From an optimization exercise on the open Yosys and OpenROAD flow, aimed at small area, a short achievable clock period and few clock cycles; shortcuts taken in it are not production practice.
Where RTL was checked, it was by simulation tests only, not by an equivalence proof against the original.
For runs 4 to 6, only the layout was checked, not whether the RTL still works.
Power is estimated from default activity; no workload was simulated.

==> flow/design.v <==
module ep_bitacc #(
    parameter ERR_W = 8
) (
    input  wire             clk,
    input  wire             rst,           
    input  wire             cmd_valid,
    output wire             cmd_ready,
    input  wire [39:0]      cmd_word,
    output wire             out_valid,
    output wire [7:0]       out_data,
    input  wire             out_ready,
    input  wire             out_err,
    input  wire [ERR_W-1:0] out_err_code,
    output wire             err_flag,
    output wire [ERR_W-1:0] err_code
);
    reg [31:0]      v;           
    reg [7:0]       pb;          
    reg [2:0]       pc;          
    reg [2:0]       pn;          
    reg [2:0]       f;           
    reg [4:0]       kh;          
    reg             first;       
    reg             busy;        
    reg [1:0]       z;           
    reg             err_flag_r;
    wire [1:0]  op    = cmd_word[39:38];
    wire        is_wr = (op == 2'b00);
    wire        is_tr = (op == 2'b10);
    wire [5:0]  w_eff = is_wr ? cmd_word[37:32] : {5'd0, is_tr};
    wire [5:0]  len   = {3'd0, pn} + w_eff;
    wire [5:0]  lm1   = len - 6'd1;
    wire        owes  = is_wr ? (len[5:3] != 3'd0) : (len != 6'd0);
    wire [46:0] vy = {8'd0, v, 7'd0};
    wire [14:0] win = ({15{kh[0]}} & vy[14:0])  | ({15{kh[1]}} & vy[22:8]) |
                      ({15{kh[2]}} & vy[30:16]) | ({15{kh[3]}} & vy[38:24]) |
                      ({15{kh[4]}} & vy[46:32]);
    wire [14:0] wf1 = f[2] ? win[14:4] : win[10:0];
    wire [14:0] wf2 = f[1] ? wf1[10:2] : wf1[8:0];
    wire [7:0]  ext = f[0] ? wf2[8:1]  : wf2[7:0];
    wire [7:0]  tm  = first ? ~(8'hFF >> pc) : 8'h00;
    wire [7:0]  byte_raw = (ext & ~tm) | (pb & tm);
    wire hi_zero = (byte_raw[7:2] == 6'd0);
    wire stuff   = z[1] & hi_zero;
    wire is_zero = hi_zero & (byte_raw[1:0] == 2'd0);
    wire last    = (pn != 3'd0) ? kh[1] : kh[0];
    wire accept  = !busy && cmd_valid && !err_flag_r;
    wire fail    = busy && out_ready && out_err;
    assign cmd_ready = !busy && !rst;
    assign out_valid = busy && !rst;
    assign out_data  = {byte_raw[7:2], byte_raw[1:0] | {2{stuff}}};
    assign err_flag  = err_flag_r;
    assign err_code  = pb;
    always @(posedge clk) begin
        if (accept) begin
            v     <= {cmd_word[31:1], cmd_word[0] | is_tr};
            pb    <= byte_raw;
            pc    <= pn;
            f     <= lm1[2:0];
            kh    <= 5'd1 << lm1[5:3];
            first <= 1'b1;
        end else if (fail) begin
            pb    <= out_err_code;
        end else if (busy && out_ready && !stuff) begin
            first <= 1'b0;
            kh    <= kh >> 1;
        end
    end
    always @(posedge clk) begin
        if (rst) begin
            busy       <= 1'b0;
            pn         <= 3'd0;
            z          <= 2'd0;
            err_flag_r <= 1'b0;
        end else if (busy) begin
            if (out_ready) begin
                if (out_err) begin
                    err_flag_r <= 1'b1;
                    busy       <= 1'b0;
                end else if (stuff) begin
                    z <= 2'd0;
                end else begin
                    z <= {z[0] & is_zero, is_zero};
                    if (last) busy <= 1'b0;
                end
            end
        end else if (accept) begin
            pn   <= is_wr ? len[2:0] : 3'd0;
            busy <= owes;
        end
    end
endmodule
==> flow/flow/run.sh <==
#!/bin/bash
# Standard ORFS layout, with plain buffers on the ports instead of the
# delay-cell buffers that buffer_ports picks by default.
set -euo pipefail
export BUFFER_PORTS_ARGS="-buffer_cell sky130_fd_sc_hd__buf_1"
bash standard.sh > standard.log 2>&1
==> flow/standard.sh <==
#!/bin/bash
# synth_recipe.tcl (not shown) runs the flow's synth.tcl, then flattens the netlist and writes it again
# the make line also repeats each setting of config.mk as NAME=value (left out here)
make -C /OpenROAD-flow-scripts/flow DESIGN_CONFIG=/design/flow/config.mk WORK_HOME=/design/flow/orfs CLKGATE_MAP_FILE= SYNTH_SCRIPT=/design/flow/synth_recipe.tcl "${@:-finish}"
==> flow/config.mk <==
export PLATFORM = sky130hd
export DESIGN_NAME = ep_bitacc
export DESIGN_NICKNAME = ep_bitacc
export VERILOG_FILES = /design/flow/design.v
export SDC_FILE = /design/flow/constraint.sdc
export NUM_CORES = 4
export LEC_CHECK = 0
export CAP_MARGIN = 20
export CORE_MARGIN = 2
export CORE_UTILIZATION = 40
export SLEW_MARGIN = 20
==> flow/constraint.sdc <==
create_clock -name core_clock -period 5.5 [get_ports {clk}]
set_input_delay 1.1000 -clock core_clock [delete_from_list [all_inputs] [get_ports {clk}]]
set_output_delay 1.1000 -clock core_clock [all_outputs]
set_load 0.01 [all_outputs]
==> results_dict.tcl, run 1 <==
set metrics [dict create \
    status "finished clean" \
    rr_startpoint "kh[2]$_DFFE_PP_" \
    synth_edf_count 51 \
    cts-buffers-inserted 9 \
    ys_async_sr_fraction_pct 0 \
    antenna_found_initial 0 \
    die_width_um 92.9 \
    synth-simple-area-share_pct 18.4 \
    min_period_ns 4.33 \
    synthXorXnorAreaFrac_pct 1.94 \
    synth.yosys.seq_area_share_pct 53.5 \
    wire_per_inst_um 15.5 \
    cts.sinks 59 \
    setup_ws_ns 1.17 \
    ys.flop_type "edfxtp_1" \
    final_nets 424 \
    grt_pass1_wl_um 11800 \
    finalWirelength_um 7330 \
    layout_commonest_cell "buf_1" \
    worstReg2RegEnd "kh[4]$_SDFFCE_PN0P_" \
    track_usage_pct 18.1 \
    first_iter_violations 120 \
    avgViaCountPerCell 5.33 \
    ctsResizeCount 0 \
    antenna_cells 0 \
    hold_viol 0 \
    grt_pass1_vias 2370 \
    muxShareOfSynthArea_pct 4.71 \
    final_cell_mix "71 x buf_1, 51 x nand2_1, 51 x edfxtp_1" \
    finClkSkew_ns 0.00746 \
    rows 32 \
    dp.cells 457 \
    gp_congestion 0.903 \
    pin_count 72 \
    drive_gt1_share_pct 6.74 \
    core_um2 7690 \
    start_util_pct 41.1 \
    r2r_slack_ns 2.33 \
    htreeDepth 3 \
    synth-seq-cells 59 \
    holdCritPathClass "flop to flop" \
    cp.required_ns 4.40 \
    setup-violations-final 0 \
    dr.pass1.iters 4 \
    hold_path_end "err_flag_r$_SDFFE_PP0P_" \
    fmax_mhz 231 \
    syn_area_um2 3160 \
    p_leak_nw 1.38 \
    cts_hold_buf 0 \
    setup-tns-final_ns 0 \
    max_cap_viol_count 0 \
    worst_pin_slew_ns 0.815 \
    hold_start "err_flag_r$_SDFFE_PP0P_" \
    fillers 766 \
    yosys_warnings 1 \
    synthCells 296 \
    port_buffers 71 \
    grt_max_degree 28 \
    clock_path_buffers 2 \
    synth_compound_area_share_pct 15.7 \
    p_per_area_nw_per_um2 336 \
    post-route-drc-count 0 \
    avgSynthCellArea_um2 10.7 \
    dieArea_um2 8630 \
    end_kind "primary output" \
    cp-startpoint "kh[2]$_DFFE_PP_" \
    syn_nets 354 \
    ir_worst_vdd_mv 0.105 \
    cts_tree "yes" \
    place_area_um2 3500 \
    syn_to_final_growth_pct 16.6 \
    synth-adder-area-share_pct 2.22 \
    r2r_cells 8 \
    die_height_um 92.9 \
    slowest_stage "edfxtp_1" \
    total_power_mw 1.24 \
    cp_slowest_stage_delay_ns 0.64 \
    path_cells "a22o_1, or2_1, mux4_2, or2_0, a31o_1, nor4_4, nand3_2, nand2_1, buf_1" \
    ctsRootBufferMaster "clkbuf_8" \
    post_cts_buffers 0 \
    startpoint_type "flop" \
    vias 2521 \
    ant_nets 0 \
    synthDistinctLibCells 53 \
    seq_area_um2 1690 \
    clkTransAtPathRegs_ns 0.08 \
    overflow 0 \
    synth_top_family_by_area "simple AND/OR/NAND/NOR gates" \
    cp_max_fo 16 \
    clkLatencyLatePin_ns 0.35 \
    period_share_pct 78.7 \
    final_cells 473 \
    rsz0062_at_grt "false" \
    drv_slew 0 \
    multi_input_area_um2 1360 \
    min_path_cells 2 \
    detailed_place_hpwl_um 5470 \
    post-place-ws_ns 1.54 \
    stdcell_area_um2 3680 \
    cp.arrival_ns 3.23 \
    slew_headroom_pct 45.6 \
    critPathKind "flop to primary output" \
]
logic make-up after synthesis:
family	Yosys count
flops	59
simple gates	118
compound gates	71
xor+xnor	7
buf+inv	25
mux	11
fa+ha+maj	5
worst max path at each step:
stage | endpoint | slack [ns] | cells past startpoint
5_1_grt | out_data[0] | 0.95 | 9
2_1_floorplan | out_data[0] | 1.96 | 9
3_3_place_gp | out_data[1] | 1.59 | 9
3_5_place_dp | out_data[0] | 1.54 | 9
4_1_cts | out_data[0] | 1.14 | 9
6_report | out_data[1] | 1.17 | 9
per-stage QoR:
step	hold WS (ns)	utilization, %
2_1_floorplan	0.452	-
3_3_place_gp	0.449	45.5
3_5_place_dp	0.457	45.5
4_1_cts	0.467	47.9
5_1_grt	0.512	47.9
6_report	0.467	47.9
critical path: cells and delay by family, from the launching register on:
kind / cells / cell delay [ns]
flops: 1 / 0.64
simple gates: 5 / 1.03
buf+inv: 1 / 0.15
compound gates: 2 / 0.58
mux: 1 / 0.47
cells in the mapped netlist (2+ instances only):
library cell	n	area, um2
nor2b_1	3	18.8
nor4_1	4	25.0
inv_1	10	37.5
a222oi_1	3	30.0
mux4_2	3	67.6
edfxtp_1	51	1530
a211oi_1	2	15.0
mux2i_1	7	70.1
xor2_1	6	52.6
a21oi_1	13	65.1
nand2b_1	4	25.0
o21ai_0	11	55.1
nand3_1	13	65.1
buf_1	2	7.51
nand4_1	5	31.3
and3_1	3	18.8
a21o_1	6	45.0
buf_2	2	10.0
nor3_1	4	20.0
nor2_1	16	60.1
dfxtp_1	8	160
nand2_1	51	191
clkbuf_1	8	30.0
nor3b_1	2	15.0
ha_1	4	50.1
and2_1	4	25.0
a22o_1	5	43.8
a22oi_1	19	143
buf_6	2	22.5
or2_1	2	12.5
per-layer routing:
metal / vias up / wire, um / share of wire [%] / GRT usage, %
met5: - / 0 / 0 / 0
met4: 0 / 193 / 2.6 / 8.95
met3: 13 / 324 / 4.4 / 4.64
met2: 68 / 3450 / 47 / 27.7
met1: 1184 / 3360 / 46 / 23.8
li1: 1256 / - / - / -
sequential cells by signal (all words and copies together) (netlist names):
register    count
busy            1
err_flag_r      1
f               3
first           1
kh              5
pb              8
pc              3
pn              3
v              32
z               2
cell type report:
cell class                      instances  area share [%]
Sequential cell                        59            45.9
Clock buffer                            9            3.36
Clock inverter                          7            1.66
Inverter                               11            1.12
Timing Repair Buffer                   73            7.64
Multi-Input combinational cell        212            36.8
Tap cell                              102            3.46
power breakdown:
group | switching, mW | internal [mW] | leakage [nW] | total [mW]
registers | 0.0522 | 0.543 | 0.560 | 0.595
logic | 0.168 | 0.112 | 0.731 | 0.280
clock network | 0.194 | 0.171 | 0.0884 | 0.365
total | 0.414 | 0.826 | 1.38 | 1.24
Testbench counts, summed over its fixed seeds: cycles 16,983.
==> run 2, diff against run 1 <==
--- a/flow/config.mk
+++ b/flow/config.mk
@@ -8,4 +8,5 @@
 export CAP_MARGIN = 20
 export CORE_MARGIN = 2
 export CORE_UTILIZATION = 40
+export SETUP_SLACK_MARGIN = 1.8
 export SLEW_MARGIN = 20
==> run 2 against run 1 <==
Net effect:
- die area is the same
- global-route usage rose by 1.3 points
- largest power group unchanged
- combinational power is 44% higher
- largest cell class unchanged
- critical path type unchanged
- worst setup slack better by 0.30 ns
==> results_dict.tcl, run 2 <==
set metrics [dict create \
    ys_async_sr_fraction_pct 0 \
    clkLatencyLatePin_ns 0.35 \
    synthDistinctLibCells 53 \
    avgSynthCellArea_um2 10.7 \
    ant_nets 0 \
    muxShareOfSynthArea_pct 4.71 \
    core_um2 7690 \
    antenna_found_initial 0 \
    synthCells 296 \
    worstReg2RegEnd "z[0]$_SDFFE_PP0P_" \
    fmax_mhz 249 \
    die_width_um 92.9 \
    syn_area_um2 3160 \
    start_util_pct 41.1 \
    grt_pass1_wl_um 12700 \
    setup-violations-final 0 \
    rsz0062_at_grt "true" \
    status "finished clean" \
    die_height_um 92.9 \
    antenna_cells 0 \
    holdCritPathClass "flop to flop" \
    wire_per_inst_um 15.8 \
    clkTransAtPathRegs_ns 0.08 \
    netlist.area_leader.share_pct 48.5 \
    overflow 0 \
    dieArea_um2 8630 \
    synth_edf_count 51 \
    rr_startpoint "kh[2]$_DFFE_PP_" \
    place_area_um2 3500 \
    stdcell_area_um2 4200 \
    synth_top_family_by_area "simple AND/OR/NAND/NOR gates" \
    final_cell_mix "69 x buf_1, 51 x edfxtp_1, 50 x nand2_1" \
    clock_path_buffers 2 \
    startpoint_type "flop" \
    track_usage_pct 19.3 \
    yosysTopAreaCell "edfxtp_1" \
    max_cap_viol_count 0 \
    min_period_ns 4.02 \
    dr.pass1.iters 4 \
    cp-startpoint "kh[2]$_DFFE_PP_" \
    whs_ns 0.466 \
    synth-adder-area-share_pct 2.22 \
    cp.required_ns 4.40 \
    port_buffers 71 \
    fillers 708 \
    top_register "v" \
    vias 2737 \
    p_per_area_nw_per_um2 322 \
    period_share_pct 73.1 \
    critPathKind "flop to primary output" \
    avgViaCountPerCell 5.29 \
    post-route-drc-count 0 \
    cp_max_fo 5 \
    cts.sinks 59 \
    ir_worst_vdd_mv 0.112 \
    yosys-top-cells-count "51 x edfxtp_1, 51 x nand2_1, 19 x a22oi_1" \
    finClkSkew_ns 0.00992 \
    cts_tree "yes" \
    syn_to_final_growth_pct 33.0 \
    largest_reg_flops 32 \
    endpoint "out_data[1]" \
    htreeDepth 3 \
    p_leak_nw 1.64 \
    syn_nets 354 \
    synth_area_leaders "edfxtp_1 48%, nand2_1 6.1%, dfxtp_1 5.1%" \
    drv_slew 0 \
    end_kind "primary output" \
    ctsRootBufferMaster "clkbuf_8" \
    synth-seq-cells 59 \
    synthXorXnorAreaFrac_pct 1.94 \
    synth-simple-area-share_pct 18.4 \
    slew_headroom_pct 44.9 \
    drive_gt1_share_pct 22.2 \
    first_iter_violations 129 \
    grt_max_degree 28 \
    hold_viol 0 \
    yosys_warnings 1 \
    gp_congestion 0.903 \
    synth_compound_area_share_pct 15.7 \
    finalWirelength_um 8150 \
    layout_commonest_cell "buf_1" \
    synth.yosys.seq_area_share_pct 53.5 \
    cp.arrival_ns 2.92 \
    pin_count 72 \
    cts-buffers-inserted 9 \
    r2r_slack_ns 1.54 \
    final_nets 468 \
    r2r_cells 26 \
    detailed_place_hpwl_um 5470 \
    worst_pin_slew_ns 0.825 \
    grt_pass1_vias 2563 \
    rows 32 \
    ys.flop_type "edfxtp_1" \
    setup-tns-final_ns 0 \
    reg.largest.list "v x32, pb x8, kh x5" \
]
run 2: cell count changes in the layout (fill, tap and decap cells not counted), moves of 10 or more:
cell,before,now
buf_4,2,27
a22oi_2,0,10
a22oi_1,19,9
buf_6,0,20
run 2: cells by family after synthesis:
family	count (synthesis)
muxes	11
and+or+nand+nor	118
buffers and inverters	25
AOI/OAI and AO/OA	71
DFF	59
xor gates and xnor gates	7
adders and majority gates	5
run 2: through the flow:
stage | setup slack (ns) | cells | power, mW | utilization [%]
CTS | 1.57 | 505 | 1.31 | 51.9
floorplan | 1.96 | 296 | 0.795 | -
global route | 1.34 | 517 | 1.43 | 54.7
detailed placement | 1.54 | 457 | 0.886 | 45.5
global placement | 1.59 | 457 | 0.883 | 45.5
finish | 1.48 | 517 | 1.36 | 54.7
run 2: power by group:
part | switching (mW) | leakage (nW) | internal, mW
registers | 0.0412 | 0.560 | 0.543
clock network | 0.196 | 0.0884 | 0.171
logic | 0.215 | 0.993 | 0.190
total | 0.452 | 1.64 | 0.904
run 2: worst min-delay path by stage:
stage               cells after the start               startpoint  slack, ns                 endpoint
floorplan                               2        z[0]$_SDFFE_PP0P_       0.45        z[1]$_SDFFE_PP0P_
global placement                        2  err_flag_r$_SDFFE_PP0P_       0.45  err_flag_r$_SDFFE_PP0P_
detailed placement                      2  err_flag_r$_SDFFE_PP0P_       0.46  err_flag_r$_SDFFE_PP0P_
CTS                                     2  err_flag_r$_SDFFE_PP0P_       0.47  err_flag_r$_SDFFE_PP0P_
global route                            2        z[0]$_SDFFE_PP0P_       0.51        z[0]$_SDFFE_PP0P_
finish                                  2  err_flag_r$_SDFFE_PP0P_       0.47  err_flag_r$_SDFFE_PP0P_
run 2: final cells by class:
type	instances	area [um2]	share of cell area [%]
clock buffers	9	124	2.95
clock inverters	7	61.3	1.46
inverters	11	41.3	0.982
multi-input cells	212	1470	34.9
flip-flops and latches	59	1690	40.2
well taps	102	128	3.04
repair buffers	117	692	16.5
run 2: critical path, stage by stage (launching register included):
cell and delay, ns:
edfxtp_1 0.51, buf_6 0.18, a22oi_2 0.23, nand2_1 0.10
mux4_2 0.49, mux2i_1 0.23, o21ai_2 0.13, nor4_4 0.25
buf_4 0.17, nand3_4 0.07, nand2_1 0.07, buf_2 0.12
run 2: layer usage:
metal  vias up  global-route usage [%]  wire length [um]
li1       1351                       -                 -
met2        78                    31.6              4040
met5         -                       0                 0
met3        16                    4.31               403
met1      1292                    24.4              3480
met4         0                    8.82               223
run 2: timing repair:
| item | 4_1_cts | 5_1_grt |
|---|---|---|
| hold buffers | 0 | 0 |
| pin swaps | 6 | 8 |
| setup buffers | 32 | 12 |
| resized for setup | 16 | 30 |
| endpoints found under the setup margin | 4 | 8 |
==> run 3, diff against run 2 <==
==> flow/flow/run.sh (replaced) <==
#!/bin/bash
# Standard ORFS layout, with plain buffers on the ports instead of the
# delay-cell buffers that buffer_ports picks by default, and a flat clock
# tree (one level of clkbuf_16) for this small register count.
set -euo pipefail
export BUFFER_PORTS_ARGS="-buffer_cell sky130_fd_sc_hd__buf_1"
export CTS_ARGS="-sink_clustering_enable -repair_clock_nets -root_buf sky130_fd_sc_hd__clkbuf_16 -buf_list sky130_fd_sc_hd__clkbuf_16 -sink_clustering_size 64 -sink_clustering_max_diameter 1000"
bash standard.sh > standard.log 2>&1
--- a/flow/config.mk
+++ b/flow/config.mk
@@ -8,5 +8,5 @@
 export CAP_MARGIN = 20
 export CORE_MARGIN = 2
 export CORE_UTILIZATION = 40
-export SETUP_SLACK_MARGIN = 1.8
+export SETUP_SLACK_MARGIN = 1.4
 export SLEW_MARGIN = 20
==> run 3 against run 2 <==
Net effect:
- synthesized area is the same
- first-iteration DRC count grew 34%
- global-route usage shrank 0.67 points
- cell area shrank 5.0%
- total power grew 7.4%
- critical path depth shrank 1
- worst setup slack gained 0.10 ns
- fmax grew 2.6%
- die area is the same
- routed wire length shrank 6.3%
- largest cell class unchanged
- largest power group unchanged
- highest routed layer unchanged
==> results_dict.tcl, run 3 <==
set metrics [dict create \
    avgViaCountPerCell 5.31 \
    yosys_warnings 1 \
    dieArea_um2 8630 \
    p_int_mw 1.00 \
    fmax_mhz 255 \
    dr.pass1.iters 5 \
    period_share_pct 71.3 \
    antenna_found_initial 0 \
    p_seq_share_pct 40.2 \
    worst_pin_slew_ns 0.818 \
    min_period_ns 3.92 \
    finalCoreUtilization_pct 52.0 \
    clkTransAtPathRegs_ns 0.06 \
    p_comb_share_pct 23.4 \
    reg.largest.list "v x32, pb x8, kh x5" \
    pin_count 72 \
    ys_async_sr_fraction_pct 0 \
    p_per_area_nw_per_um2 364 \
    antenna_cells 0 \
    top_register "v" \
    syn_to_final_growth_pct 26.4 \
    rows 32 \
    status "finished clean" \
    die_width_um 92.9 \
    end_kind "primary output" \
    cp_max_fo 5 \
    cts_tree "yes" \
    p_leak_nw 1.53 \
    drive_gt1_share_pct 15.1 \
    finClkSkew_ns 0.00845 \
    yosys-top-cells-count "51 x edfxtp_1, 51 x nand2_1, 19 x a22oi_1" \
    avgSynthCellArea_um2 10.7 \
    synth.yosys.seq_area_share_pct 53.5 \
    power_frac_clock_pct 36.4 \
    vias 2620 \
    final_cell_mix "69 x buf_1, 51 x nand2_1, 51 x edfxtp_1" \
    track_usage_pct 18.7 \
    setup-violations-final 0 \
    yosysTopAreaCell "edfxtp_1" \
    finalWirelength_um 7630 \
    rsz0062_at_grt "false" \
    netlist.area_leader.share_pct 48.5 \
    synth_edf_count 51 \
    grt_max_degree 28 \
    power_switching_uw 452 \
    clkLatencyLatePin_ns 0.34 \
    setup_ws_ns 1.58 \
    grt_pass1_vias 2448 \
    cp.required_ns 4.40 \
    syn_area_um2 3160 \
    synth-seq-cells 59 \
    total_power_mw 1.46 \
    port_buffers 71 \
    startpoint_type "flop" \
    synthCells 296 \
    layout_commonest_cell "buf_1" \
    holdCritPathClass "flop to flop" \
    htreeDepth 3 \
    grt_pass1_wl_um 12200 \
    ir_worst_vdd_mv 0.137 \
    detailed_place_hpwl_um 5470 \
    syn_nets 354 \
    ant_nets 0 \
    post-route-drc-count 0 \
    clock_path_buffers 2 \
    ys.flop_type "edfxtp_1" \
    synth_area_leaders "edfxtp_1 48%, nand2_1 6.1%, dfxtp_1 5.1%" \
    cp.arrival_ns 2.82 \
    whs_ns 0.464 \
    max_cap_viol_count 0 \
    critPathKind "flop to primary output" \
    first_iter_violations 173 \
    gp_congestion 0.903 \
    cts.sinks 59 \
    hold_viol 0 \
    wire_per_inst_um 15.5 \
    die_height_um 92.9 \
    swShare_pct 31.1 \
    largest_reg_flops 32 \
    core_um2 7690 \
    setup-tns-final_ns 0 \
    synthDistinctLibCells 53 \
    drv_slew 0 \
    cts-buffers-inserted 9 \
    post-place-ws_ns 1.54 \
    overflow 0 \
    slew_headroom_pct 45.4 \
    final_nets 444 \
    ctsRootBufferMaster "clkbuf_16" \
    start_util_pct 41.1 \
]
run 3: timing repair:
| item | CTS | global route |
|---|---|---|
| buffers inserted | 15 | 5 |
| hold buffers | 0 | 0 |
| pin swaps | 1 | 6 |
| gates cloned | 0 | 0 |
| resized for setup | 1 | 14 |
| endpoints found under the setup margin | 2 | 2 |
run 3: cell type report:
| cell class | instances | area (um2) |
|---|---|---|
| fillers | 737 | 3690 |
| flip-flops and latches | 59 | 1690 |
| inverters | 11 | 41.3 |
| repair buffers | 93 | 434 |
| well taps | 102 | 128 |
| clock inverters | 7 | 61.3 |
| multi-input cells | 212 | 1410 |
| clock buffers | 9 | 225 |
run 3: per-stage QoR:
step	std cells	instance area, um2
after CTS	488	3900
after global routing	493	3990
after global placement	457	3500
after detailed placement	457	3500
after floorplan	296	3160
final	493	3990
run 3: worst paths after layout:
| check | startpoint | end | slack [ns] | cells past startpoint |
|---|---|---|---|---|
| worst max-delay path | kh[2]$_DFFE_PP_ | out_data[0] | 1.58 | 10 |
| worst min-delay path | err_flag_r$_SDFFE_PP0P_ | err_flag_r$_SDFFE_PP0P_ | 0.46 | 2 |
| worst max register to register | kh[2]$_DFFE_PP_ | kh[4]$_SDFFCE_PN0P_ | 2.44 | 11 |
| worst min register to register | err_flag_r$_SDFFE_PP0P_ | err_flag_r$_SDFFE_PP0P_ | 0.46 | 2 |
run 3: worst max-delay path, stage by stage, from the launching register on:
cell	delay, ns
edfxtp_1	0.47
buf_4	0.20
a22oi_2	0.25
nand2_1	0.10
mux4_2	0.50
mux2i_1	0.22
o21ai_2	0.13
nor4_4	0.26
nand3_2	0.14
nand2_1	0.09
clkbuf_2	0.13
run 3: layer usage:
layer | vias to the layer above | share of wire [%] | GRT usage (%)
li1 | 1302 | - | -
met4 | 0 | 2.3 | 8.33
met3 | 17 | 5.4 | 5.61
met5 | - | 0 | 0
met1 | 1228 | 45 | 24.1
met2 | 73 | 48 | 28.9
run 3: power groups by stage:
stage | clock [mW] | sequential, mW | combinational (mW)
after floorplan | 0 | 0.575 | 0.220
after global placement | 0 | 0.603 | 0.280
after detailed placement | 0 | 0.604 | 0.282
after CTS | 0.540 | 0.582 | 0.320
after global routing | 0.565 | 0.590 | 0.378
final | 0.529 | 0.585 | 0.341
run 3: logic make-up after synthesis:
logic type,synth area share (%)
fa+ha+maj,2.22
simple gates,18.4
xor+xnor,1.94
mux,4.71
flops,53.5
buf+inv,3.52
compound gates,15.7
==> run 4, diff against run 3 <==
--- a/flow/design.v
+++ b/flow/design.v
@@ -17,10 +17,9 @@
     reg [31:0]      v;           
     reg [7:0]       pb;          
     reg [2:0]       pc;          
-    reg [2:0]       pn;          
     reg [2:0]       f;           
+    reg             padr;        
     reg [4:0]       kh;          
-    reg             first;       
     reg             busy;        
     reg [1:0]       z;           
     reg             err_flag_r;
@@ -28,6 +27,7 @@
     wire        is_wr = (op == 2'b00);
     wire        is_tr = (op == 2'b10);
     wire [5:0]  w_eff = is_wr ? cmd_word[37:32] : {5'd0, is_tr};
+    wire [2:0]  pn    = padr ? 3'd0 : f + 3'd1;
     wire [5:0]  len   = {3'd0, pn} + w_eff;
     wire [5:0]  lm1   = len - 6'd1;
     wire        owes  = is_wr ? (len[5:3] != 3'd0) : (len != 6'd0);
@@ -38,12 +38,12 @@
     wire [14:0] wf1 = f[2] ? win[14:4] : win[10:0];
     wire [14:0] wf2 = f[1] ? wf1[10:2] : wf1[8:0];
     wire [7:0]  ext = f[0] ? wf2[8:1]  : wf2[7:0];
-    wire [7:0]  tm  = first ? ~(8'hFF >> pc) : 8'h00;
+    wire [7:0]  tm  = ~(8'hFF >> pc);
     wire [7:0]  byte_raw = (ext & ~tm) | (pb & tm);
     wire hi_zero = (byte_raw[7:2] == 6'd0);
     wire stuff   = z[1] & hi_zero;
     wire is_zero = hi_zero & (byte_raw[1:0] == 2'd0);
-    wire last    = (pn != 3'd0) ? kh[1] : kh[0];
+    wire last    = (!padr && f != 3'd7) ? kh[1] : kh[0];
     wire accept  = !busy && cmd_valid && !err_flag_r;
     wire fail    = busy && out_ready && out_err;
     assign cmd_ready = !busy && !rst;
@@ -58,18 +58,17 @@
             pc    <= pn;
             f     <= lm1[2:0];
             kh    <= 5'd1 << lm1[5:3];
-            first <= 1'b1;
         end else if (fail) begin
             pb    <= out_err_code;
         end else if (busy && out_ready && !stuff) begin
-            first <= 1'b0;
+            pc    <= 3'd0;
             kh    <= kh >> 1;
         end
     end
     always @(posedge clk) begin
         if (rst) begin
             busy       <= 1'b0;
-            pn         <= 3'd0;
+            padr       <= 1'b1;
             z          <= 2'd0;
             err_flag_r <= 1'b0;
         end else if (busy) begin
@@ -85,7 +84,7 @@
                 end
             end
         end else if (accept) begin
-            pn   <= is_wr ? len[2:0] : 3'd0;
+            padr <= !is_wr;
             busy <= owes;
         end
     end
==> run 4 against run 3 <==
Net effect:
- clock skew is 0.0014 ns lower
- worst setup slack worse by 0.16 ns
- highest routed layer unchanged
- die area is 1.5% higher
- largest cell class unchanged
- sequential share of layout area is 1.2 points lower
- first-iteration DRC count is 12% lower
- critical endpoint is now out_data[1]
- total power is 5.1% lower
- routed wire length is 2.3% higher
- critical path type unchanged
- clock power is about 40% lower
- final cell count is 2.6% lower
- fmax is 3.9% lower
- via count is 1.2% higher
==> results_dict.tcl, run 4 <==
set metrics [dict create \
    slew_headroom_pct 50.0 \
    cts_tree "yes" \
    rows 32 \
    worstReg2RegEnd "kh[1]$_DFFE_PP_" \
    fmax_mhz 245 \
    die_height_um 93.6 \
    hold_start "z[0]$_SDFFE_PP0P_" \
    top_register "v" \
    die_width_um 93.6 \
    final_nets 438 \
    dieArea_um2 8760 \
    track_usage_pct 17.9 \
    wl_met2_um 3880 \
    cp.arrival_ns 2.98 \
    cp_num_buf_inv 1 \
    drive_gt1_share_pct 20.4 \
    p_int_uw 913 \
    vias 2651 \
    worst_pin_slew_ns 0.739 \
    p_comb_share_pct 34.7 \
    synthDistinctLibCells 50 \
    path_cells "nor2b_2, nand3_1, a41oi_2, a21oi_1, mux2_4, or4_4, nor3_4, nand2b_1, buf_2" \
    cp_slowest_stage_delay_ns 0.59 \
    gp_congestion 0.844 \
    yosysMostFrequentCell "edfxtp_1" \
    holdCritPathClass "flop to flop" \
    final_cell_mix "69 x buf_1, 51 x edfxtp_1, 29 x nand2_1" \
    cp.required_ns 4.40 \
    status "finished clean" \
    antenna_cells 0 \
    period_share_pct 74.2 \
    grt_pass1_vias 2563 \
    clkLatencyLatePin_ns 0.29 \
    post-place-ws_ns 1.39 \
    synth-seq-cells 56 \
    power_switching_uw 468 \
    fillers 731 \
    grt_pass1_wl_um 12300 \
    netlist.area_leader.share_pct 47.7 \
    rr_startpoint "f[0]$_DFFE_PP_" \
    syn_nets 350 \
    wire_per_inst_um 16.3 \
    synth_area_leaders "edfxtp_1 48%, a22oi_1 4.0%, nand3_1 3.6%" \
    dp.cells 448 \
    startpoint_type "flop" \
    p_seq_share_pct 42.3 \
    synth.yosys.seq_area_share_pct 50.8 \
    setup_ws_ns 1.42 \
    total_power_mw 1.38 \
    finClkSkew_ns 0.00703 \
    clkTransAtPathRegs_ns 0.07 \
    cts.sinks 56 \
    avgSynthCellArea_um2 11.1 \
    setup-tns-final_ns 0 \
    critPathKind "flop to primary output" \
    min_path_cells 2 \
    hold_path_end "z[0]$_SDFFE_PP0P_" \
    largest_reg_flops 32 \
    r2r_cells 11 \
    ctsRootBufferMaster "clkbuf_16" \
    post-route-drc-count 0 \
    detailed_place_hpwl_um 5450 \
    htreeDepth 2 \
    rsz0062_at_grt "true" \
    synth_edf_count 51 \
    hold_viol 0 \
    cts-buffers-inserted 5 \
    syn_area_um2 3210 \
    dr.pass1.iters 6 \
    end_kind "primary output" \
    ir_worst_vdd_mv 0.140 \
    port_buffers 71 \
    pin_count 72 \
    avgViaCountPerCell 5.52 \
    first_iter_violations 153 \
    ant_nets 0 \
    overflow 0 \
    critical-path-top-delay-family "simple AND/OR/NAND/NOR gates" \
    top_layer "met4" \
    finalWirelength_um 7810 \
    slowest_stage "or4_4" \
    grt_max_degree 39 \
    max_cap_viol_count 0 \
    setup-violations-final 0 \
    swShare_pct 33.9 \
    start_util_pct 41.3 \
    finalCoreUtilization_pct 51.1 \
    reg.largest.list "v x32, pb x8, kh x5" \
    final_cells 480 \
    ys_async_sr_fraction_pct 0 \
    yosys_warnings 1 \
    r2r_slack_ns 1.98 \
    power_frac_clock_pct 22.9 \
    wl_met1_um 3350 \
    ys.flop_type "edfxtp_1" \
    yosys-top-cells-count "51 x edfxtp_1, 29 x nand2_1, 23 x nand3_1" \
    clock_path_buffers 2 \
    antenna_found_initial 0 \
    p_leak_nw 1.44 \
    drv_slew 0 \
    p_per_area_nw_per_um2 348 \
    min_period_ns 4.08 \
    synthCells 289 \
    layout_commonest_cell "buf_1" \
    cp_max_fo 9 \
    yosysTopAreaCell "edfxtp_1" \
    core_um2 7770 \
    wl_met3_um 423 \
    syn_to_final_growth_pct 23.5 \
]
## run 4: changes by cell type after synthesis, sizes merged, moves of 4 or more
cell and delta:
a22oi +7, a41oi +4, buf +5, clkbuf -4
mux2 +7, mux2i -7, nand2 -22, nand3 +9
nor4 -4, o31ai +4
## run 4: power by group through the flow
stage	sequential, mW	clock [mW]	combinational (mW)
after floorplan	0.573	0	0.305
after global placement	0.617	0	0.360
after detailed placement	0.619	0	0.363
after CTS	0.581	0.324	0.439
after global routing	0.592	0.338	0.525
final	0.585	0.316	0.480
## run 4: final cells by class
| cell class | count | area (um2) | share of cell area, % |
|---|---|---|---|
| timing repair buffer | 96 | 482 | 12.1 |
| sequential | 56 | 1630 | 41.1 |
| inverter | 13 | 48.8 | 1.23 |
| clock buffer | 5 | 125 | 3.15 |
| multi-input combinational | 205 | 1530 | 38.5 |
| clock inverter | 3 | 22.5 | 0.568 |
| tap | 102 | 128 | 3.22 |
## run 4: metal layers
metal | track usage [%] | vias to the layer above
met5 | 0 | -
met4 | 6.88 | 0
met3 | 2.90 | 15
met2 | 29.7 | 91
met1 | 23.5 | 1251
li1 | - | 1294
## run 4: how the worst max path moves through the flow
stage,startpoint,end,cells past startpoint
after floorplan,kh[1]$_DFFE_PP_,out_data[1],9
after global placement,kh[1]$_DFFE_PP_,out_data[1],9
after detailed placement,kh[3]$_DFFE_PP_,out_data[1],9
after CTS,kh[2]$_DFFE_PP_,out_data[1],10
after global routing,kh[2]$_DFFE_PP_,out_data[1],10
final,f[2]$_DFFE_PP_,out_data[1],9
## run 4: repair_timing
action                     4_1_cts  5_1_grt
pin swaps                        1       15
buffers inserted                15        9
gates resized for setup          7       20
setup endpoints to repair        2        2
hold buffers                     0        0
hold endpoints to repair         0        0
## run 4: logic make-up after synthesis
group           count (synthesis)  synth area share [%]
simple gates                  102                  15.5
compound gates                 77                  18.8
flops                          56                  50.8
buf+inv                        28                  5.07
mux                            10                  4.33
xor+xnor                        8                  2.18
fa+ha+maj                       8                  3.35
## run 4: tightest hold or removal path: cells and delay by family (launching register included)
family	cells	cell delay, ns
flip-flops	1	0.31
AND/OR/NAND/NOR	1	0.05
AO/OA/AOI/OAI	1	0.05
## run 4: per-stage QoR
stage,hold WS (ns),area (um2)
6_report,0.456,3970
2_1_floorplan,0.426,3210
4_1_cts,0.458,3810
5_1_grt,0.498,3970
3_5_place_dp,0.448,3500
3_3_place_gp,0.441,3500
==> run 5, diff against run 4 <==
--- a/flow/design.v
+++ b/flow/design.v
@@ -17,17 +17,19 @@
     reg [31:0]      v;           
     reg [7:0]       pb;          
     reg [2:0]       pc;          
+    reg [2:0]       pn;          
     reg [2:0]       f;           
-    reg             padr;        
     reg [4:0]       kh;          
+    reg             first;       
     reg             busy;        
+    reg             chk;         
+    reg             stuff;       
     reg [1:0]       z;           
     reg             err_flag_r;
     wire [1:0]  op    = cmd_word[39:38];
     wire        is_wr = (op == 2'b00);
     wire        is_tr = (op == 2'b10);
     wire [5:0]  w_eff = is_wr ? cmd_word[37:32] : {5'd0, is_tr};
-    wire [2:0]  pn    = padr ? 3'd0 : f + 3'd1;
     wire [5:0]  len   = {3'd0, pn} + w_eff;
     wire [5:0]  lm1   = len - 6'd1;
     wire        owes  = is_wr ? (len[5:3] != 3'd0) : (len != 6'd0);
@@ -38,16 +40,16 @@
     wire [14:0] wf1 = f[2] ? win[14:4] : win[10:0];
     wire [14:0] wf2 = f[1] ? wf1[10:2] : wf1[8:0];
     wire [7:0]  ext = f[0] ? wf2[8:1]  : wf2[7:0];
-    wire [7:0]  tm  = ~(8'hFF >> pc);
+    wire [7:0]  tm  = first ? ~(8'hFF >> pc) : 8'h00;
     wire [7:0]  byte_raw = (ext & ~tm) | (pb & tm);
     wire hi_zero = (byte_raw[7:2] == 6'd0);
-    wire stuff   = z[1] & hi_zero;
     wire is_zero = hi_zero & (byte_raw[1:0] == 2'd0);
-    wire last    = (!padr && f != 3'd7) ? kh[1] : kh[0];
+    wire last    = (pn != 3'd0) ? kh[1] : kh[0];
     wire accept  = !busy && cmd_valid && !err_flag_r;
-    wire fail    = busy && out_ready && out_err;
+    wire offer   = busy && !chk;
+    wire fail    = offer && out_ready && out_err;
     assign cmd_ready = !busy && !rst;
-    assign out_valid = busy && !rst;
+    assign out_valid = offer && !rst;
     assign out_data  = {byte_raw[7:2], byte_raw[1:0] | {2{stuff}}};
     assign err_flag  = err_flag_r;
     assign err_code  = pb;
@@ -58,34 +60,42 @@
             pc    <= pn;
             f     <= lm1[2:0];
             kh    <= 5'd1 << lm1[5:3];
+            first <= 1'b1;
         end else if (fail) begin
             pb    <= out_err_code;
-        end else if (busy && out_ready && !stuff) begin
-            pc    <= 3'd0;
+        end else if (offer && out_ready && !stuff) begin
+            first <= 1'b0;
             kh    <= kh >> 1;
         end
     end
     always @(posedge clk) begin
         if (rst) begin
             busy       <= 1'b0;
-            padr       <= 1'b1;
+            pn         <= 3'd0;
             z          <= 2'd0;
             err_flag_r <= 1'b0;
         end else if (busy) begin
-            if (out_ready) begin
+            if (chk) begin
+                chk   <= 1'b0;
+                stuff <= hi_zero;
+            end else if (out_ready) begin
                 if (out_err) begin
                     err_flag_r <= 1'b1;
                     busy       <= 1'b0;
                 end else if (stuff) begin
-                    z <= 2'd0;
+                    z     <= 2'd0;
+                    stuff <= 1'b0;
                 end else begin
-                    z <= {z[0] & is_zero, is_zero};
+                    z     <= {z[0] & is_zero, is_zero};
+                    chk   <= z[0] & is_zero;
                     if (last) busy <= 1'b0;
                 end
             end
         end else if (accept) begin
-            padr <= !is_wr;
-            busy <= owes;
+            pn    <= is_wr ? len[2:0] : 3'd0;
+            busy  <= owes;
+            chk   <= z[1];
+            stuff <= 1'b0;
         end
     end
 endmodule
==> flow/flow/run.sh (replaced) <==
#!/bin/bash
# Standard ORFS layout, with plain buffers on the ports instead of the
# delay-cell buffers that buffer_ports picks by default.
set -euo pipefail
export BUFFER_PORTS_ARGS="-buffer_cell sky130_fd_sc_hd__buf_2"
bash standard.sh > standard.log 2>&1
--- a/flow/config.mk
+++ b/flow/config.mk
@@ -8,5 +8,4 @@
 export CAP_MARGIN = 20
 export CORE_MARGIN = 2
 export CORE_UTILIZATION = 40
-export SETUP_SLACK_MARGIN = 1.4
 export SLEW_MARGIN = 20
==> run 5 against run 4 <==
Net effect:
- still clean on timing, DRC and antenna
- fmax grew 5.1%
- core utilization decreased by 2.5 points
- via count increased by 3.5%
- clock skew is 0.0029 ns higher
- final cell count rose by 4.4%
- worst setup slack gained 0.20 ns
- critical path type unchanged
==> results_dict.tcl, run 5 <==
set metrics [dict create \
    clkLatencyLatePin_ns 0.35 \
    cp.arrival_ns 2.78 \
    cts_tree "yes" \
    clock_path_buffers 2 \
    cp_num_buf_inv 2 \
    synth-adder-area-share_pct 2.40 \
    largest_reg_flops 32 \
    place_area_um2 3810 \
    reg.largest.list "v x32, pb x8, kh x5" \
    layout_commonest_cell "buf_2" \
    path_cells "a22oi_1, and2_1, mux4_2, a221oi_1, nor2_1, inv_1, buf_2" \
    top_register "v" \
    syn_to_final_growth_pct 16.4 \
    min_period_ns 3.88 \
    syn_area_um2 3440 \
    vias 2743 \
    yosysTopAreaCell "edfxtp_1" \
    gp_congestion 0.898 \
    dp.cells 485 \
    first_iter_violations 193 \
    critPathKind "flop to primary output" \
    final_cell_mix "71 x buf_2, 53 x edfxtp_1, 44 x nand2_1" \
    synthDistinctLibCells 63 \
    htreeDepth 3 \
    grt_pass1_wl_um 13200 \
    cp.depth 7 \
    core_um2 8260 \
    wire_per_inst_um 16.0 \
    avgSynthCellArea_um2 10.7 \
    antenna_cells 0 \
    synth.yosys.seq_area_share_pct 50.9 \
    cp_max_fo 17 \
    yosys_warnings 1 \
    cts.sinks 61 \
    rows 33 \
    post_cts_buffers 0 \
    pin_count 72 \
    fillers 780 \
    port_buffers 71 \
    synth-simple-area-share_pct 20.9 \
    slowest_stage "edfxtp_1" \
    startpoint_type "flop" \
    finalCoreUtilization_pct 48.5 \
    finalWirelength_um 8010 \
    seq_area_um2 1750 \
    fmax_mhz 258 \
    post-route-drc-count 0 \
    end_kind "primary output" \
    ir_worst_vdd_mv 0.112 \
    ctsRootBufferMaster "clkbuf_8" \
    drive_gt1_share_pct 27.0 \
    setup-tns-final_ns 0 \
    grt_pass1_vias 2664 \
    ys_async_sr_fraction_pct 0 \
    grt_max_degree 30 \
    p_per_area_nw_per_um2 316 \
    status "finished clean" \
    cp.required_ns 4.40 \
    final_nets 450 \
    dieArea_um2 9360 \
    die_height_um 96.7 \
    yosys-top-cells-count "53 x edfxtp_1, 44 x nand2_1, 30 x nand3_1" \
    stdcell_area_um2 4010 \
    synthCells 322 \
    muxShareOfSynthArea_pct 1.93 \
    synth_area_leaders "edfxtp_1 46%, nand2_1 4.8%, dfxtp_1 4.7%" \
    max_cap_viol_count 0 \
    post-place-ws_ns 1.71 \
    rsz0062_at_grt "false" \
    cp-startpoint "kh[1]$_DFFE_PP_" \
    finClkSkew_ns 0.00998 \
    clkTransAtPathRegs_ns 0.07 \
    final_cells 501 \
    hold_start "err_flag_r$_SDFFE_PP0P_" \
    p_leak_nw 1.54 \
    ant_nets 0 \
    ctsResizeCount 0 \
    netlist.area_leader.share_pct 46.3 \
    syn_nets 381 \
    setup_ws_ns 1.62 \
    holdCritPathClass "flop to flop" \
    cts-buffers-inserted 9 \
    antenna_found_initial 0 \
    detailed_place_hpwl_um 5860 \
    rr_startpoint "kh[1]$_DFFE_PP_" \
    multi_input_area_um2 1510 \
    avgViaCountPerCell 5.48 \
    drv_slew 0 \
    worst_pin_slew_ns 0.766 \
    r2r_slack_ns 2.76 \
    die_width_um 96.7 \
    cp_slowest_stage_delay_ns 0.75 \
    critical-path-top-delay-family "flip-flops" \
    worstReg2RegEnd "chk$_DFFE_PP_" \
    synth_edf_count 53 \
    start_util_pct 41.7 \
    yosysMostFrequentCell "edfxtp_1" \
    synth_top_family_by_area "simple AND/OR/NAND/NOR gates" \
    synth_compound_area_share_pct 17.0 \
    period_share_pct 70.6 \
    slew_headroom_pct 48.6 \
    hold_viol 0 \
    dr.pass1.iters 5 \
    r2r_cells 7 \
    overflow 0 \
    ys.flop_type "edfxtp_1" \
    synthXorXnorAreaFrac_pct 1.53 \
    synth-seq-cells 61 \
    track_usage_pct 17.8 \
    cts_hold_buf 0 \
    endpoint "out_data[4]" \
    setup-violations-final 0 \
]
-- run 5: cell types whose count changed after synthesis, sizes merged, moves of 3 or more --
cell	change
dfxtp	+3
a22oi	-4
mux2	-7
and2	+11
and3	-3
a211oi	+3
or2	+3
nand2	+15
nand3	+8
-- run 5: tightest hold or removal path: cells and delay by family, from the launching register on --
family | cells | cell delay (ns)
DFF | 1 | 0.32
buffers and inverters | 1 | 0.05
AOI/OAI and AO/OA | 1 | 0.05
-- run 5: per-stage QoR --
step | power [mW] | hold WS [ns]
finish | 1.26 | 0.463
global route | 1.33 | 0.504
CTS | 1.27 | 0.465
detailed placement | 0.872 | 0.452
global placement | 0.869 | 0.445
floorplan | 0.792 | 0.436
-- run 5: how the worst min path moves through the flow --
stage | endpoint | depth (start not counted)
final | err_flag_r$_SDFFE_PP0P_ | 2
after global routing | err_flag_r$_SDFFE_PP0P_ | 2
after CTS | z[1]$_SDFFE_PP0P_ | 2
after detailed placement | z[1]$_SDFFE_PP0P_ | 2
after global placement | err_flag_r$_SDFFE_PP0P_ | 2
after floorplan | z[0]$_SDFFE_PP0P_ | 2
-- run 5: routing by layer --
metal | vias to the layer above | track usage, % | routed length (um)
met2 | 75 | 28.3 | 3820
met3 | 12 | 4.19 | 390
li1 | 1354 | - | -
met1 | 1302 | 23.6 | 3660
met4 | 0 | 7.15 | 139
met5 | - | 0 | 0
-- run 5: logic make-up after synthesis --
group                    count (synthesis)
flip-flops                              61
XOR/XNOR                                 6
AND/OR/NAND/NOR                        141
buffers and inverters                   28
multiplexers                             4
AO/OA/AOI/OAI                           76
adder cells (fa/ha/maj)                  6
-- run 5: power breakdown --
part | switching [mW] | internal, mW | leakage (nW) | total, mW
Sequential | 0.0423 | 0.553 | 0.578 | 0.595
Clock | 0.193 | 0.209 | 0.0895 | 0.403
Combinational | 0.153 | 0.113 | 0.876 | 0.267
-- run 5: layout make-up --
type | count | area share, %
Clock buffer | 9 | 3.09
Clock inverter | 7 | 1.84
Multi-Input combinational cell | 233 | 37.6
Timing Repair Buffer | 73 | 9.24
Inverter | 13 | 1.22
Tap cell | 105 | 3.28
Sequential cell | 61 | 43.7
==> run 6, diff against run 5 <==
==> flow/design.v (replaced) <==
module ep_bitacc #(
    parameter ERR_W = 8
) (
    input  wire             clk,
    input  wire             rst,           
    input  wire             cmd_valid,
    output wire             cmd_ready,
    input  wire [39:0]      cmd_word,
    output wire             out_valid,
    output wire [7:0]       out_data,
    input  wire             out_ready,
    input  wire             out_err,
    input  wire [ERR_W-1:0] out_err_code,
    output wire             err_flag,
    output wire [ERR_W-1:0] err_code
);
    reg [31:0]      v;           
    reg [7:0]       ob;          
    reg [2:0]       pn;          
    reg [2:0]       f;           
    reg [4:0]       kh;          
    reg             busy;        
    reg [1:0]       z;           
    reg             err_flag_r;
    wire [1:0]  op    = cmd_word[39:38];
    wire        is_wr = (op == 2'b00);
    wire        is_tr = (op == 2'b10);
    wire [2:0]  wl    = cmd_word[34:32];
    wire [2:0]  wh    = cmd_word[37:35];
    wire [4:0]  lo    = {2'd0, wl} + {2'd0, pn} - 5'd1;
    wire        up    = ~lo[4] & lo[3];
    wire        dn    = lo[4];
    wire [4:0]  whd   = 5'd1 << wh;                  
    wire [4:0]  kin   = up ? {whd[3:0], 1'b0} : dn ? {1'b0, whd[4:1]} : whd;
    wire [3:0]  len4  = {1'b0, wl} + {1'b0, pn};
    wire        owes_wr = (wh != 3'd0) | len4[3];
    wire        owes  = is_wr ? owes_wr : (is_tr | (pn != 3'd0));
    wire [31:0] src   = busy ? v : cmd_word[31:0];
    wire [4:0]  sel   = busy ? {1'b0, kh[4:1]} : kin;
    wire [2:0]  fs    = busy ? f : lo[2:0];
    wire [46:0] vy    = {8'd0, src, 7'd0};
    wire [14:0] win = ({15{sel[0]}} & vy[14:0])  | ({15{sel[1]}} & vy[22:8]) |
                      ({15{sel[2]}} & vy[30:16]) | ({15{sel[3]}} & vy[38:24]) |
                      ({15{sel[4]}} & vy[46:32]);
    wire [14:0] wf1 = fs[2] ? win[14:4] : win[10:0];
    wire [14:0] wf2 = fs[1] ? wf1[10:2] : wf1[8:0];
    wire [7:0]  ext = fs[0] ? wf2[8:1]  : wf2[7:0];
    wire [7:0]  tm    = busy ? 8'h00 : ~(8'hFF >> pn);
    wire [7:0]  oh    = 8'h80 >> pn;
    wire [7:0]  merged = (ext & ~tm) | (ob & tm);
    wire [7:0]  pt    = (ob & tm) | (is_tr ? oh : 8'd0);   
    wire [7:0]  nxt   = (busy | is_wr) ? merged : pt;
    wire hi_zero = (ob[7:2] == 6'd0);
    wire stuff   = z[1] & hi_zero;
    wire is_zero = hi_zero & (ob[1:0] == 2'd0);
    wire last    = (pn != 3'd0) ? kh[1] : kh[0];
    wire accept  = !busy && cmd_valid && !err_flag_r;
    wire hs      = busy && out_ready;
    wire fail    = hs && out_err;
    wire step    = hs && !out_err && !stuff;
    assign cmd_ready = !busy && !rst;
    assign out_valid = busy && !rst;
    assign out_data  = {ob[7:2], ob[1:0] | {2{stuff}}};
    assign err_flag  = err_flag_r;
    assign err_code  = v[7:0];
    always @(posedge clk) begin
        if (accept) begin
            v  <= {cmd_word[31:1], cmd_word[0] | is_tr};
            f  <= lo[2:0];
            kh <= is_wr ? kin : 5'd1;
        end else if (fail) begin
            v[7:0] <= out_err_code;
        end else if (step) begin
            kh <= kh >> 1;
        end
        if (accept || step)
            ob <= nxt;
    end
    always @(posedge clk) begin
        if (rst) begin
            busy       <= 1'b0;
            pn         <= 3'd0;
            z          <= 2'd0;
            err_flag_r <= 1'b0;
        end else if (busy) begin
            if (out_ready) begin
                if (out_err) begin
                    err_flag_r <= 1'b1;
                    busy       <= 1'b0;
                end else if (stuff) begin
                    z <= 2'd0;
                end else begin
                    z <= {z[0] & is_zero, is_zero};
                    if (last) busy <= 1'b0;
                end
            end
        end else if (accept) begin
            pn   <= is_wr ? len4[2:0] : 3'd0;
            busy <= owes;
        end
    end
endmodule
==> run 6 against run 5 <==
Net effect:
- synthesized area up 33%
- non-clock buffer count up 8
- combinational power up 89%
- via count up 66%
- first-iteration DRC count rose to 2.8 times the previous value
- hold slack better by 0.025 ns
- final cell count up 37%
- synthesized cell count up 56%
- global-route usage up 8.6 points
- clock power down 16%
- register-to-register slack worse by 1.9 ns
- worst setup slack worse by 0.83 ns
- critical endpoint is now ob[6]$_DFFE_PP_
- largest cell class is now multi-input combinational cells
- highest routed layer unchanged
==> results_dict.tcl, run 6 <==
set metrics [dict create \
    cp.required_ns 5.54 \
    ctsResizeCount 0 \
    core_um2 11300 \
    drv_slew 0 \
    wl_met2_um 7680 \
    wl_met1_um 7120 \
    wl_met3_um 1370 \
    die_height_um 111 \
    cts-buffers-inserted 5 \
    cp-startpoint "cmd_word[33]" \
    max_cap_viol_count 0 \
    dp.cells 678 \
    detailed_place_hpwl_um 12200 \
    worst_pin_slew_ns 1.09 \
    cp_max_fo 8 \
    synth.yosys.seq_area_share_pct 34.6 \
    p_leak_nw 1.94 \
    finClkSkew_ns 0.0102 \
    setup-tns-final_ns 0 \
    final_nets 605 \
    rows 39 \
    critPathKind "input port to flop" \
    holdCritPathClass "flop to flop" \
    synth-seq-cells 55 \
    synth_area_leaders "edfxtp_1 32%, nand2_1 4.8%, a21oi_1 3.2%" \
    syn_to_final_growth_pct 11.2 \
    top_register "v" \
    clkTransAtPathRegs_ns 0.08 \
    synthCells 503 \
    antenna_cells 0 \
    grt_max_degree 38 \
    period_share_pct 85.7 \
    top_layer "met4" \
    layout_commonest_cell "buf_2" \
    final_cell_mix "71 x buf_2, 58 x nand2_1, 48 x edfxtp_1" \
    ant_nets 0 \
    gp_congestion 1.04 \
    post-place-ws_ns 0.564 \
    whs_ns 0.488 \
    yosysTopAreaCell "edfxtp_1" \
    yosys-top-cells-count "58 x nand2_1, 48 x edfxtp_1, 31 x nor2_1" \
    port_buffers 71 \
    ir_worst_vdd_mv 0.128 \
    ys.flop_type "edfxtp_1" \
    first_iter_violations 534 \
    antenna_found_initial 0 \
    min_period_ns 4.72 \
    end_kind "flop" \
    cts.sinks 55 \
    synth_edf_count 48 \
    overflow 0 \
    reg.largest.list "v x32, ob x8, kh x5" \
    ctsRootBufferMaster "clkbuf_16" \
    fmax_mhz 212 \
    total_power_mw 1.39 \
    rr_startpoint "pn[1]$_SDFFE_PP0P_" \
    start_util_pct 40.6 \
    rsz0062_at_grt "false" \
    avgSynthCellArea_um2 9.09 \
    grt_pass1_wl_um 25600 \
    avgViaCountPerCell 6.62 \
    synthDistinctLibCells 78 \
    finalCoreUtilization_pct 45.1 \
    clock_path_buffers 2 \
    vias 4540 \
    yosysMostFrequentCell "nand2_1" \
    dr.pass1.iters 5 \
    wire_per_inst_um 23.9 \
    p_per_area_nw_per_um2 274 \
    dieArea_um2 12300 \
    cts_tree "yes" \
    syn_nets 566 \
    post-route-drc-count 0 \
    slew_headroom_pct 26.9 \
    cts_hold_buf 0 \
    ys_async_sr_fraction_pct 0 \
    track_usage_pct 26.5 \
    grt_pass1_vias 4391 \
    setup-violations-final 0 \
    cp.arrival_ns 4.76 \
    pin_count 72 \
    hold_start "err_flag_r$_SDFFE_PP0P_" \
    largest_reg_flops 32 \
    stdcell_area_um2 5080 \
    die_width_um 111 \
    syn_area_um2 4570 \
    yosys_warnings 1 \
    place_area_um2 4930 \
    drive_gt1_share_pct 21.5 \
    post_cts_buffers 0 \
    final_cells 686 \
    startpoint_type "input port" \
    status "finished clean" \
    clkLatencyLatePin_ns 0.30 \
    setup_ws_ns 0.784 \
    hold_viol 0 \
    htreeDepth 2 \
    finalWirelength_um 16400 \
    netlist.area_leader.share_pct 31.5 \
]
## run 6: layout make-up
class	count	area (um2)
well taps	143	179
multi-input cells	378	2660
inverters	21	78.8
flip-flops and latches	55	1580
clock buffers	7	143
clock inverters	1	8.76
fillers	1117	6190
repair buffers	81	430
## run 6: cell families (layout without fill, tap and decap cells)
kind of cell,count (synthesis),after routing,share of synthesized area [%]
buffers and inverters,70,110,7.17
flip-flops,55,55,34.6
multiplexers,18,18,4.19
AO/OA/AOI/OAI,174,174,30.6
AND/OR/NAND/NOR,170,170,18.4
adder cells (fa/ha/maj),10,10,3.06
XOR/XNOR,6,6,1.97
## run 6: final timing paths
kind | slack [ns] | cells past startpoint | end
setup / recovery | 0.78 | 14 | ob[6]$_DFFE_PP_
hold / removal | 0.49 | 2 | err_flag_r$_SDFFE_PP0P_
setup reg to reg | 0.88 | 13 | ob[6]$_DFFE_PP_
hold reg to reg | 0.49 | 2 | err_flag_r$_SDFFE_PP0P_
## run 6: routing by layer
| layer | vias to the layer above | GRT usage [%] |
|---|---|---|
| met5 | - | 0 |
| met4 | 0 | 5.58 |
| met3 | 28 | 4.87 |
| met2 | 213 | 43.8 |
| met1 | 2253 | 36.4 |
| li1 | 2046 | - |
## run 6: critical path: stages
cell	delay, ns
buf_2	0.09
inv_1	0.06
ha_1	0.30
inv_1	0.04
ha_1	0.22
fa_1	0.60
xnor3_2	0.42
a2111oi_4	0.10
a221o_1	0.46
a2111oi_0	0.55
buf_4	0.22
a22oi_1	0.11
a221oi_1	0.35
o41ai_1	0.13
## run 6: power by group
part | internal [mW] | total [mW] | switching (mW)
combinational | 0.185 | 0.504 | 0.320
clock | 0.183 | 0.339 | 0.156
sequential | 0.506 | 0.547 | 0.0414

## port drivers added, routing unchanged
In the flow no input, the clock included, has a driving cell. The finished layouts below were timed again as built, in two steps.
Step 1: set_driving_cell puts a clkbuf_16 on clk and a buf_2 on each other input, an assumption about the parent block.
Step 2, shift: input delay + t, output delay - t, t = (earliest + latest rising clock arrival at the registers) / 2. This alone moves slack from input paths to output paths.
a / b / c = ideal / step 1 / step 2; a / b = the first two.
run	shift t [ns]	setup WS [ns]	clock arrival spread, ns	worst slew at a driven data input, ns
run 1	0.374	1.173 / 1.143 / 1.517	0.009 / 0.009	0.03
run 2	0.378	1.478 / 1.446 / 1.544	0.010 / 0.010	0.03
run 3	0.367	1.580 / 1.547 / 1.550	0.009 / 0.009	0.04
run 4	0.324	1.420 / 1.384 / 1.665	0.007 / 0.007	0.03
run 5	0.379	1.618 / 1.586 / 1.688	0.010 / 0.010	0.03
run 6	0.337	0.784 / 0.802 / 0.466	0.011 / 0.011	0.04
After both steps setup and hold are still met in every run listed. The setup slack of run 6, which loses most, moves by +0.018 ns with the drivers and by -0.318 ns with both steps.
